What follows belongs to an exercise in optimizing a design on an open flow for small area, a short achievable clock period and few clock cycles; a production flow would make more cautious choices. RTL that was checked went through simulation tests only; none was proved equivalent to the original. No activity file was given, so power comes from the tool's default toggle rates.

==> flow/design.v (excerpt) <==
module hid_rx (
    input  wire        clk,
    input  wire        rst,
    input  wire        in_valid,
    output wire        in_ready,
    input  wire [1:0]  in_class,      
    input  wire [7:0]  in_len,
    input  wire [63:0] in_data,       
    input  wire        hs_we,
    input  wire [2:0]  hs_id,
    input  wire        hs_en,
    output reg         res_valid,
    output reg  [7:0]  res_code,
    output reg  [47:0] res_data,
    output reg         ev_valid,
    input  wire        ev_ready,
    output reg  [2:0]  ev_id,
    output reg         ev_t,
    output reg         ev_deliver,
    output reg  [7:0]  kbd_lastkey,
    output reg         kbd_pressed,
    output reg  [15:0] ptr_x,
    output reg  [15:0] ptr_y,
    output reg         ptr_primary,
    output reg  [9:0]  btn_prev,
    output reg  [2:0]  drop_flags     
);
==> flow/config.mk <==
export PLATFORM = sky130hd
export DESIGN_NAME = hid_rx
export DESIGN_NICKNAME = hid_rx
export VERILOG_FILES = /design/flow/design.v
export SDC_FILE = /design/flow/constraint.sdc
export NUM_CORES = 4
export LEC_CHECK = 0
export CAP_MARGIN = 20
export CORE_MARGIN = 2
export CORE_UTILIZATION = 60
export SETUP_SLACK_MARGIN = 2.5
export SLEW_MARGIN = 20
export TNS_END_PERCENT = 20
==> flow/constraint.sdc <==
create_clock -name core_clock -period 4.5 [get_ports {clk}]
set_input_delay 0.9000 -clock core_clock [delete_from_list [all_inputs] [get_ports {clk}]]
set_output_delay 0.9000 -clock core_clock [all_outputs]
set_load 0.01 [all_outputs]
standard.sh (not shown) runs the stock make flow with config.mk's settings and CLKGATE_MAP_FILE= SYNTH_SCRIPT=/design/flow/synth_recipe.tcl, a recipe that flattens the netlist after the stock synthesis.
==> flow/flow/run.sh <==
#!/bin/bash
# The standard layout, with plain buf_1 cells as the port buffers
# (the resizer sizes them up where timing needs it).
set -euo pipefail
export BUFFER_PORTS_ARGS="-buffer_cell sky130_fd_sc_hd__buf_1"
bash standard.sh > standard_flow.log 2>&1
Testbench counts at the start, summed over its fixed seeds: cycles 16,385.
Then changed:
SETUP_SLACK_MARGIN = 2.2   (was 2.5)
After rerunning:
- sequential power stays flat
- count of clock-buffer cells in the layout went down by 3
- clock power went up slightly
- total power went down slightly
- hold slack barely changes
- utilization went down by 3.6 points
Then changed:
CTS_BUF_LIST = sky130_fd_sc_hd__clkbuf_8   (was unset)
CTS_CLUSTER_SIZE = 30   (was unset)
Outcome: Via count came out higher by 0.92%. Worst setup slack gets worse by 0.034 ns. Critical path depth went up by 1. Non-clock buffer count increases by 3. Register-to-register slack loses 0.03 ns.
Then changed:
CTS_BUF_LIST = unset   (was sky130_fd_sc_hd__clkbuf_8)
CTS_CLUSTER_SIZE = unset   (was 30)
SETUP_SLACK_MARGIN = 2.0   (was 2.2)
Power is higher by 1.5%.
Cell count shrinks by 2.0%.
Global-route usage is lower by 1.4 points.
Utilization decreases by 1.3 points.
Synthesized cell count is unchanged.
Cell area falls by 1.8%.
Via count fell by 1.6%.
Count of clock-buffer cells in the layout went down by 14.
Wire length is lower by 3.7%.

## wip/yarrow
hid_rx, a different RTL version from the one above (not shown whole).
Size in the first run: about 280 flip-flops, ~200 I/O pins, roughly 16000 um2 of cells after synthesis.
==> flow/config.mk <==
export PLATFORM = sky130hd
export DESIGN_NAME = hid_rx
export DESIGN_NICKNAME = hid_rx
export VERILOG_FILES = /design/flow/design.v
export SDC_FILE = /design/flow/constraint.sdc
export NUM_CORES = 4
export LEC_CHECK = 0
export ABC_AREA = 1
export CAP_MARGIN = 20
export CORE_MARGIN = 2
export CORE_UTILIZATION = 55
export SETUP_SLACK_MARGIN = 2.2
export SLEW_MARGIN = 20
export TNS_END_PERCENT = 20
==> flow/constraint.sdc <==
create_clock -name core_clock -period 4.5 [get_ports {clk}]
set_input_delay 0.9000 -clock core_clock [delete_from_list [all_inputs] [get_ports {clk}]]
set_output_delay 0.9000 -clock core_clock [all_outputs]
set_load 0.01 [all_outputs]
==> flow/flow/run.sh <==
#!/bin/bash
# The standard layout, with plain buf_1 cells as the port buffers; after
# global placement the input-port buffers (which drive the decode logic) are
# resized up (flow/inbuf.tcl). The resizer sizes any of them further where
# timing needs it.
set -euo pipefail
export BUFFER_PORTS_ARGS="-buffer_cell sky130_fd_sc_hd__buf_1"
export POST_GLOBAL_PLACE_TCL="$PWD/flow/inbuf.tcl"
bash standard.sh > standard_flow.log 2>&1
==> flow/flow/inbuf.tcl <==
# Resize the buffers that buffer_ports put on the input ports.
set block [ord::get_db_block]
set n 0
foreach bterm [$block getBTerms] {
  if {[$bterm getIoType] != "INPUT"} { continue }
  set net [$bterm getNet]
  if {$net == "NULL"} { continue }
  foreach iterm [$net getITerms] {
    set inst [$iterm getInst]
    if {[[$inst getMaster] getName] == "sky130_fd_sc_hd__buf_1"} {
      replace_cell [$inst getName] sky130_fd_sc_hd__buf_2
      incr n
    }
  }
}
puts "inbuf.tcl: resized $n input-port buffers to sky130_fd_sc_hd__buf_2"
Testbench counts of wip/yarrow, summed over its fixed seeds: cycles 16,185.
Modified inputs, wip/harbor compared to wip/yarrow
==> flow/flow/run.sh <==
#!/bin/bash
# The standard layout, with plain buf_1 cells as the port buffers
# (the resizer sizes them up where timing needs it).
set -euo pipefail
export BUFFER_PORTS_ARGS="-buffer_cell sky130_fd_sc_hd__buf_1"
bash standard.sh > standard_flow.log 2>&1
removed: flow/flow/inbuf.tcl
[summary]
[wip/harbor] routed wire length fell 1.6% relative to wip/yarrow
wip/harbor vs wip/yarrow, met2 track demand over resource in global routing went down by 0.87 points.
wip/harbor: sum of internal, switching and leakage power 1.4% below wip/yarrow
The non-clock buffer count of wip/harbor is higher than that of wip/yarrow.
Taking wip/yarrow as the reference, in wip/harbor minimum setup slack in the final design went down by 72 ps, relative area change from synthesis to final layout went down by 0.73 points.
wip/harbor -> wip/yarrow: cell count flat
wip/yarrow has a higher clock network fraction of total power than wip/harbor.
Modified inputs, wip/zinc compared to wip/harbor
Settings: SETUP_SLACK_MARGIN now 2.3, was 2.2.
==> flow/flow/run.sh <==
#!/bin/bash
# The standard layout, with plain buf_1 cells as the port buffers; after
# global placement the input-port buffers (which drive the decode logic) are
# resized up (flow/inbuf.tcl). The resizer sizes any of them further where
# timing needs it.
set -euo pipefail
export BUFFER_PORTS_ARGS="-buffer_cell sky130_fd_sc_hd__buf_1"
export POST_GLOBAL_PLACE_TCL="$PWD/flow/inbuf.tcl"
bash standard.sh > standard_flow.log 2>&1
==> flow/flow/inbuf.tcl (new file) <==
# Resize the buffers that buffer_ports put on the input ports.
set block [ord::get_db_block]
set n 0
foreach bterm [$block getBTerms] {
  if {[$bterm getIoType] != "INPUT"} { continue }
  set net [$bterm getNet]
  if {$net == "NULL"} { continue }
  foreach iterm [$net getITerms] {
    set inst [$iterm getInst]
    if {[[$inst getMaster] getName] == "sky130_fd_sc_hd__buf_1"} {
      replace_cell [$inst getName] sky130_fd_sc_hd__buf_4
      incr n
    }
  }
}
puts "inbuf.tcl: resized $n input-port buffers to sky130_fd_sc_hd__buf_4"
wip/harbor → wip/zinc: count of clock-net buffers in the final layout shows an increase of 2.9%; non-filler instance count after layout shows an increase of 0.41%; post-route cell area shows an increase of about 2.8%; non-clock buffer count shows an increase of 3.2%; maximum fanout along the worst path shows a reduction of 3. Clock power in wip/zinc vs wip/harbor: up 11%. [compare] base=wip/harbor new=wip/zinc: power consumption climbed 0.31 mW; hold slack climbed 23 ps; multi-input combinational cell count barely changed; part of the total power dissipated in the clock network climbed 2.3 points; via count of the first global-routing pass climbed about 1.3%.
diff inputs: wip/zinc => wip/pepper
Settings: ABC_AREA: 1 -> unset; SETUP_SLACK_MARGIN: 2.3 -> 2.2; CORE_UTILIZATION: 55 -> 60.
==> flow/flow/run.sh <==
#!/bin/bash
# The standard layout, with plain buf_1 cells as the port buffers
# (the resizer sizes them up where timing needs it).
set -euo pipefail
export BUFFER_PORTS_ARGS="-buffer_cell sky130_fd_sc_hd__buf_1"
bash standard.sh > standard_flow.log 2>&1
removed: flow/flow/inbuf.tcl
## What came out
- wip/pepper: no failed stages, no open violations at the end
- Looking at combinational share of power, wip/pepper sits above wip/zinc.
- Min switching component of the power across wip/pepper and wip/zinc: wip/pepper
- Comparing wip/pepper and wip/zinc, final period utilization is higher on wip/pepper.
- Routed length per instance (wip/pepper vs. wip/zinc) increases by more than 10%
- | count of buffers added by post-CTS timing repair for setup | wip/pepper vs wip/zinc | 5 higher |
- Chip height shrinks by a few percent when moving from wip/zinc to wip/pepper.
- Lower initial antenna violation count goes to wip/zinc over wip/pepper.
- In wip/pepper, number of unique standard cell types used by synthesis is higher than in wip/zinc.
- Delta (wip/pepper minus wip/zinc): die area saw a decrease; gate count after technology mapping decreased by about 14% relative to the old numbers.

Starting RTL as in the previous note.
Settings: LEC_CHECK=0, ABC_AREA=1, CAP_MARGIN=20, CORE_MARGIN=2, CORE_UTILIZATION=60, SETUP_SLACK_MARGIN=2.2, SLEW_MARGIN=20, TNS_END_PERCENT=20; clock period 4.5 ns.
==> flow/flow/run.sh <==
#!/bin/bash
# The standard layout, with plain buf_1 cells as the port buffers; after
# global placement the input-port buffers (which drive the decode logic) are
# resized up (flow/inbuf.tcl). The resizer sizes any of them further where
# timing needs it.
set -euo pipefail
export BUFFER_PORTS_ARGS="-buffer_cell sky130_fd_sc_hd__buf_1"
export POST_GLOBAL_PLACE_TCL="$PWD/flow/inbuf.tcl"
bash standard.sh > standard_flow.log 2>&1
==> flow/flow/inbuf.tcl <==
# Resize the buffers that buffer_ports put on the input ports.
set block [ord::get_db_block]
set n 0
foreach bterm [$block getBTerms] {
  if {[$bterm getIoType] != "INPUT"} { continue }
  set net [$bterm getNet]
  if {$net == "NULL"} { continue }
  foreach iterm [$net getITerms] {
    set inst [$iterm getInst]
    if {[[$inst getMaster] getName] == "sky130_fd_sc_hd__buf_1"} {
      replace_cell [$inst getName] sky130_fd_sc_hd__buf_4
      incr n
    }
  }
}
puts "inbuf.tcl: resized $n input-port buffers to sky130_fd_sc_hd__buf_4"
Testbench counts at the start, summed over its fixed seeds: cycles 16,185.
Rerun with:
==> flow/flow/run.sh (replaced) <==
#!/bin/bash
# The standard layout, with plain buf_1 cells as the port buffers
# (the resizer sizes them up where timing needs it).
set -euo pipefail
export BUFFER_PORTS_ARGS="-buffer_cell sky130_fd_sc_hd__buf_1"
bash standard.sh > standard_flow.log 2>&1
- ABC_AREA: 1 -> unset
- CORE_UTILIZATION: 60 -> 55
- SETUP_SLACK_MARGIN: 2.2 -> 2.3
removed: flow/flow/inbuf.tcl
Result:
- The new run finished clean
- final area rises by 1.9%
- non-clock buffer count rises by 29
- core utilization falls by 4.9 points
- global-route usage falls by 2.4 points
- sequential power barely changes
- hold slack loses 7.8 ps
- routed wire length falls by 0.83%
- die area rises by 8.0%
- first-iteration DRC count rises by 2.8%
- synthesized cell count falls by 14%

Starting RTL as in the previous note.
## hid_rx
module hid_rx (
    input  wire        clk,
    input  wire        rst,
    input  wire        in_valid,
    output wire        in_ready,
    input  wire [1:0]  in_class,      
    input  wire [7:0]  in_len,
    input  wire [63:0] in_data,       
    input  wire        hs_we,
    input  wire [2:0]  hs_id,
    input  wire        hs_en,
    output reg         res_valid,
    output reg  [7:0]  res_code,
    output reg  [47:0] res_data,
    output reg         ev_valid,
    input  wire        ev_ready,
    output reg  [2:0]  ev_id,
    output reg         ev_t,
    output reg         ev_deliver,
    output reg  [7:0]  kbd_lastkey,
    output reg         kbd_pressed,
    output reg  [15:0] ptr_x,
    output reg  [15:0] ptr_y,
    output reg         ptr_primary,
    output reg  [9:0]  btn_prev,
    output reg  [2:0]  drop_flags     
);
clock: 4.5 ns
lec_check: 0
abc_area: 1
cap_margin: 20
core_margin: 2
core_utilization: 55
setup_slack_margin: 2.2
slew_margin: 20
tns_end_percent: 20
==> flow/flow/run.sh <==
#!/bin/bash
# The standard layout, with plain buf_1 cells as the port buffers; after
# global placement the input-port buffers (which drive the decode logic) are
# resized up (flow/inbuf.tcl). The resizer sizes any of them further where
# timing needs it.
set -euo pipefail
export BUFFER_PORTS_ARGS="-buffer_cell sky130_fd_sc_hd__buf_1"
export POST_GLOBAL_PLACE_TCL="$PWD/flow/inbuf.tcl"
bash standard.sh > standard_flow.log 2>&1
==> flow/flow/inbuf.tcl <==
# Resize the buffers that buffer_ports put on the input ports.
set block [ord::get_db_block]
set n 0
foreach bterm [$block getBTerms] {
  if {[$bterm getIoType] != "INPUT"} { continue }
  set net [$bterm getNet]
  if {$net == "NULL"} { continue }
  foreach iterm [$net getITerms] {
    set inst [$iterm getInst]
    if {[[$inst getMaster] getName] == "sky130_fd_sc_hd__buf_1"} {
      replace_cell [$inst getName] sky130_fd_sc_hd__buf_4
      incr n
    }
  }
}
puts "inbuf.tcl: resized $n input-port buffers to sky130_fd_sc_hd__buf_4"
The first run finished with timing, DRC and antenna clean.
Testbench counts at the start, summed over its fixed seeds: cycles 16,185.
Next try:
==> flow/flow/run.sh (replaced) <==
#!/bin/bash
# The standard layout, with plain buf_1 cells as the port buffers
# (the resizer sizes them up where timing needs it).
set -euo pipefail
export BUFFER_PORTS_ARGS="-buffer_cell sky130_fd_sc_hd__buf_1"
bash standard.sh > standard_flow.log 2>&1
- ABC_AREA: 1 -> not set
removed: flow/flow/inbuf.tcl
Outcome: Final cell count decreases by roughly a tenth. Die area decreases slightly. Sequential cell count does not change. Global-route usage decreases by 0.74 points. Worst hold slack is better by 0.013 ns. Routed wire length decreases by a few percent. Clock power decreases slightly. Cell area hardly moves.
Next try:
- ABC_AREA: not set -> 1
- SETUP_SLACK_MARGIN: 2.2 -> 2.3
- The changed run completed without violations
- worst hold slack gets worse by 0.024 ns
- clock-buffer cell count drops by 3
- worst setup slack gets better by 0.14 ns
- final cell count is higher by 15%

hid_rx, a different RTL version from the one above (not shown whole).
For scale: roughly 200 I/O pins.
export LEC_CHECK = 0
export CAP_MARGIN = 20
export CORE_MARGIN = 2
export CORE_UTILIZATION = 55
export SETUP_SLACK_MARGIN = 2.3
export SLEW_MARGIN = 20
export TNS_END_PERCENT = 20
create_clock -name core_clock -period 4.5 [get_ports {clk}]
==> flow/flow/run.sh <==
#!/bin/bash
# The standard layout, with plain buf_1 cells as the port buffers
# (the resizer sizes them up where timing needs it).
set -euo pipefail
export BUFFER_PORTS_ARGS="-buffer_cell sky130_fd_sc_hd__buf_1"
bash standard.sh > standard_flow.log 2>&1
Testbench counts at the start, summed over its fixed seeds: cycles 16,385.
Next try:
--- a/flow/config.mk
+++ b/flow/config.mk
@@ -9,5 +9,5 @@
 export CORE_MARGIN = 2
 export CORE_UTILIZATION = 55
-export SETUP_SLACK_MARGIN = 2.3
+export SETUP_SLACK_MARGIN = 2.2
 export SLEW_MARGIN = 20
 export TNS_END_PERCENT = 20
Effect: Cell area goes down by about 0.7%. Utilization goes down by 0.48 points. Wire length goes down by 1.0%. Clock skew goes up by 0.014 ns. Worst setup slack is about the same. Worst hold slack gets worse by 0.0092 ns. Register-to-register slack hardly moves.

hid_rx, a different RTL version from the one above (not shown whole).
Size: roughly 2000 cells after synthesis, about 290 flip-flops, roughly 200 I/O pins, ~17000 sq um of cells after synthesis.
==> flow/config.mk <==
export PLATFORM = sky130hd
export DESIGN_NAME = hid_rx
export DESIGN_NICKNAME = hid_rx
export VERILOG_FILES = /design/flow/design.v
export SDC_FILE = /design/flow/constraint.sdc
export NUM_CORES = 4
export LEC_CHECK = 0
export CAP_MARGIN = 20
export CORE_MARGIN = 2
export CORE_UTILIZATION = 40
export SETUP_SLACK_MARGIN = 2.2
export SLEW_MARGIN = 20
==> flow/constraint.sdc <==
create_clock -name core_clock -period 4.5 [get_ports {clk}]
set_input_delay 0.9000 -clock core_clock [delete_from_list [all_inputs] [get_ports {clk}]]
set_output_delay 0.9000 -clock core_clock [all_outputs]
set_load 0.01 [all_outputs]
run.sh (not shown) runs the stock make flow with config.mk's settings and CLKGATE_MAP_FILE= SYNTH_SCRIPT=/design/flow/synth_recipe.tcl, a recipe that flattens the netlist after the stock synthesis.
Stock flow here: none of the scripts above is used.
The baseline completed without violations.
Next try:
==> flow/flow/run.sh (new file) <==
#!/bin/bash
# The standard layout, with plain buf_1 cells as the port buffers
# (the resizer sizes them up where timing needs it).
set -euo pipefail
export BUFFER_PORTS_ARGS="-buffer_cell sky130_fd_sc_hd__buf_1"
bash standard.sh > standard_flow.log 2>&1
==> flow/standard.sh (new file) <==
#!/bin/bash
# synth_recipe.tcl (not shown) runs the flow's synth.tcl, then flattens the netlist and writes it again
# the make line also repeats each setting of config.mk as NAME=value (left out here)
make -C /OpenROAD-flow-scripts/flow DESIGN_CONFIG=/design/flow/config.mk WORK_HOME=/design/flow/orfs CLKGATE_MAP_FILE= SYNTH_SCRIPT=/design/flow/synth_recipe.tcl "${@:-finish}"
CORE_UTILIZATION = 60   (was 40)
removed: flow/run.sh
After rerunning:
- power is lower by 5.5%
- global-route usage increases by 8.3 points
- flip-flop and latch count is unchanged
- via count drops by 1.1%
- routed wire length came out lower by 9.2%
- first-iteration DRC count went down by 13%
No functional check of the RTL was part of any run of this note.

## afterwards: timing with drivers on the ports
In the flow no input, the clock included, has a driving cell. The finished layouts below were timed again as built, in two steps.
Step 1 sets driving cells, clkbuf_16 on the clock port and buf_2 on the other inputs (assumed; they add their load-dependent delay and slew).
Step 2 also shifts input and output timing later by t, the mid clock arrival at the registers, as if the neighbouring blocks saw the same clock.
a / b / c = ideal ports / drivers / drivers and shift; a / b = the first two.
run | t (ns) | slack for setup (ns) | hold slack, ns | worst setup path after step 2 | slew at the worst register clock pin (ns)
the first run of note 1 | 0.592 | 2.071 / 2.071 / 1.731 | 0.412 / 0.412 / 0.412 | input to register | 0.07 / 0.07
the second run of note 1 | 0.614 | 2.114 / 2.114 / 1.539 | 0.411 / 0.405 / 0.411 | input to register | 0.07 / 0.07
the third run of note 1 | 0.597 | 2.080 / 2.051 / 1.453 | 0.394 / 0.394 / 0.394 | input to register | 0.07 / 0.07
the fourth run of note 1 | 0.586 | 1.985 / 1.985 / 1.475 | 0.406 / 0.406 / 0.406 | input to register | 0.07 / 0.07
wip/yarrow | 0.587 | 2.242 / 2.243 / 1.684 | 0.423 / 0.423 / 0.423 | input to register | 0.07 / 0.07
wip/harbor | 0.580 | 2.170 / 2.190 / 1.610 | 0.407 / 0.407 / 0.407 | input to register | 0.07 / 0.07
wip/zinc | 0.595 | 2.242 / 2.257 / 1.662 | 0.431 / 0.417 / 0.431 | input to register | 0.07 / 0.07
wip/pepper | 0.581 | 2.023 / 2.023 / 1.552 | 0.439 / 0.428 / 0.441 | input to register | 0.07 / 0.07
the first run of note 3 | 0.587 | 2.231 / 2.233 / 1.664 | 0.428 / 0.428 / 0.428 | input to register | 0.07 / 0.07
the second run of note 3 | 0.609 | 2.090 / 2.090 / 1.615 | 0.420 / 0.390 / 0.436 | input to register | 0.06 / 0.06
the first run of note 4 | 0.585 | 2.250 / 2.265 / 1.681 | 0.424 / 0.424 / 0.424 | input to register | 0.07 / 0.07
the second run of note 4 | 0.594 | 2.061 / 2.081 / 1.487 | 0.437 / 0.411 / 0.437 | input to register | 0.07 / 0.07
the third run of note 4 | 0.593 | 2.202 / 2.224 / 1.631 | 0.413 / 0.413 / 0.413 | input to register | 0.07 / 0.07
the first run of note 5 | 0.587 | 2.169 / 2.192 / 1.605 | 0.437 / 0.421 / 0.437 | input to register | 0.07 / 0.07
the second run of note 5 | 0.591 | 2.167 / 2.182 / 1.590 | 0.428 / 0.409 / 0.436 | input to register | 0.07 / 0.07
the first run of note 6 | 0.635 | 2.085 / 2.099 / 1.481 | 0.416 / 0.416 / 0.416 | input to register | 0.06 / 0.06
the second run of note 6 | 0.586 | 2.088 / 2.116 / 1.530 | 0.415 / 0.414 / 0.415 | input to register | 0.07 / 0.07
After both steps setup and hold are still met in every run listed. The setup slack of the third run of note 1, which loses most, moves by -0.029 ns with the drivers and by -0.627 ns with both steps.
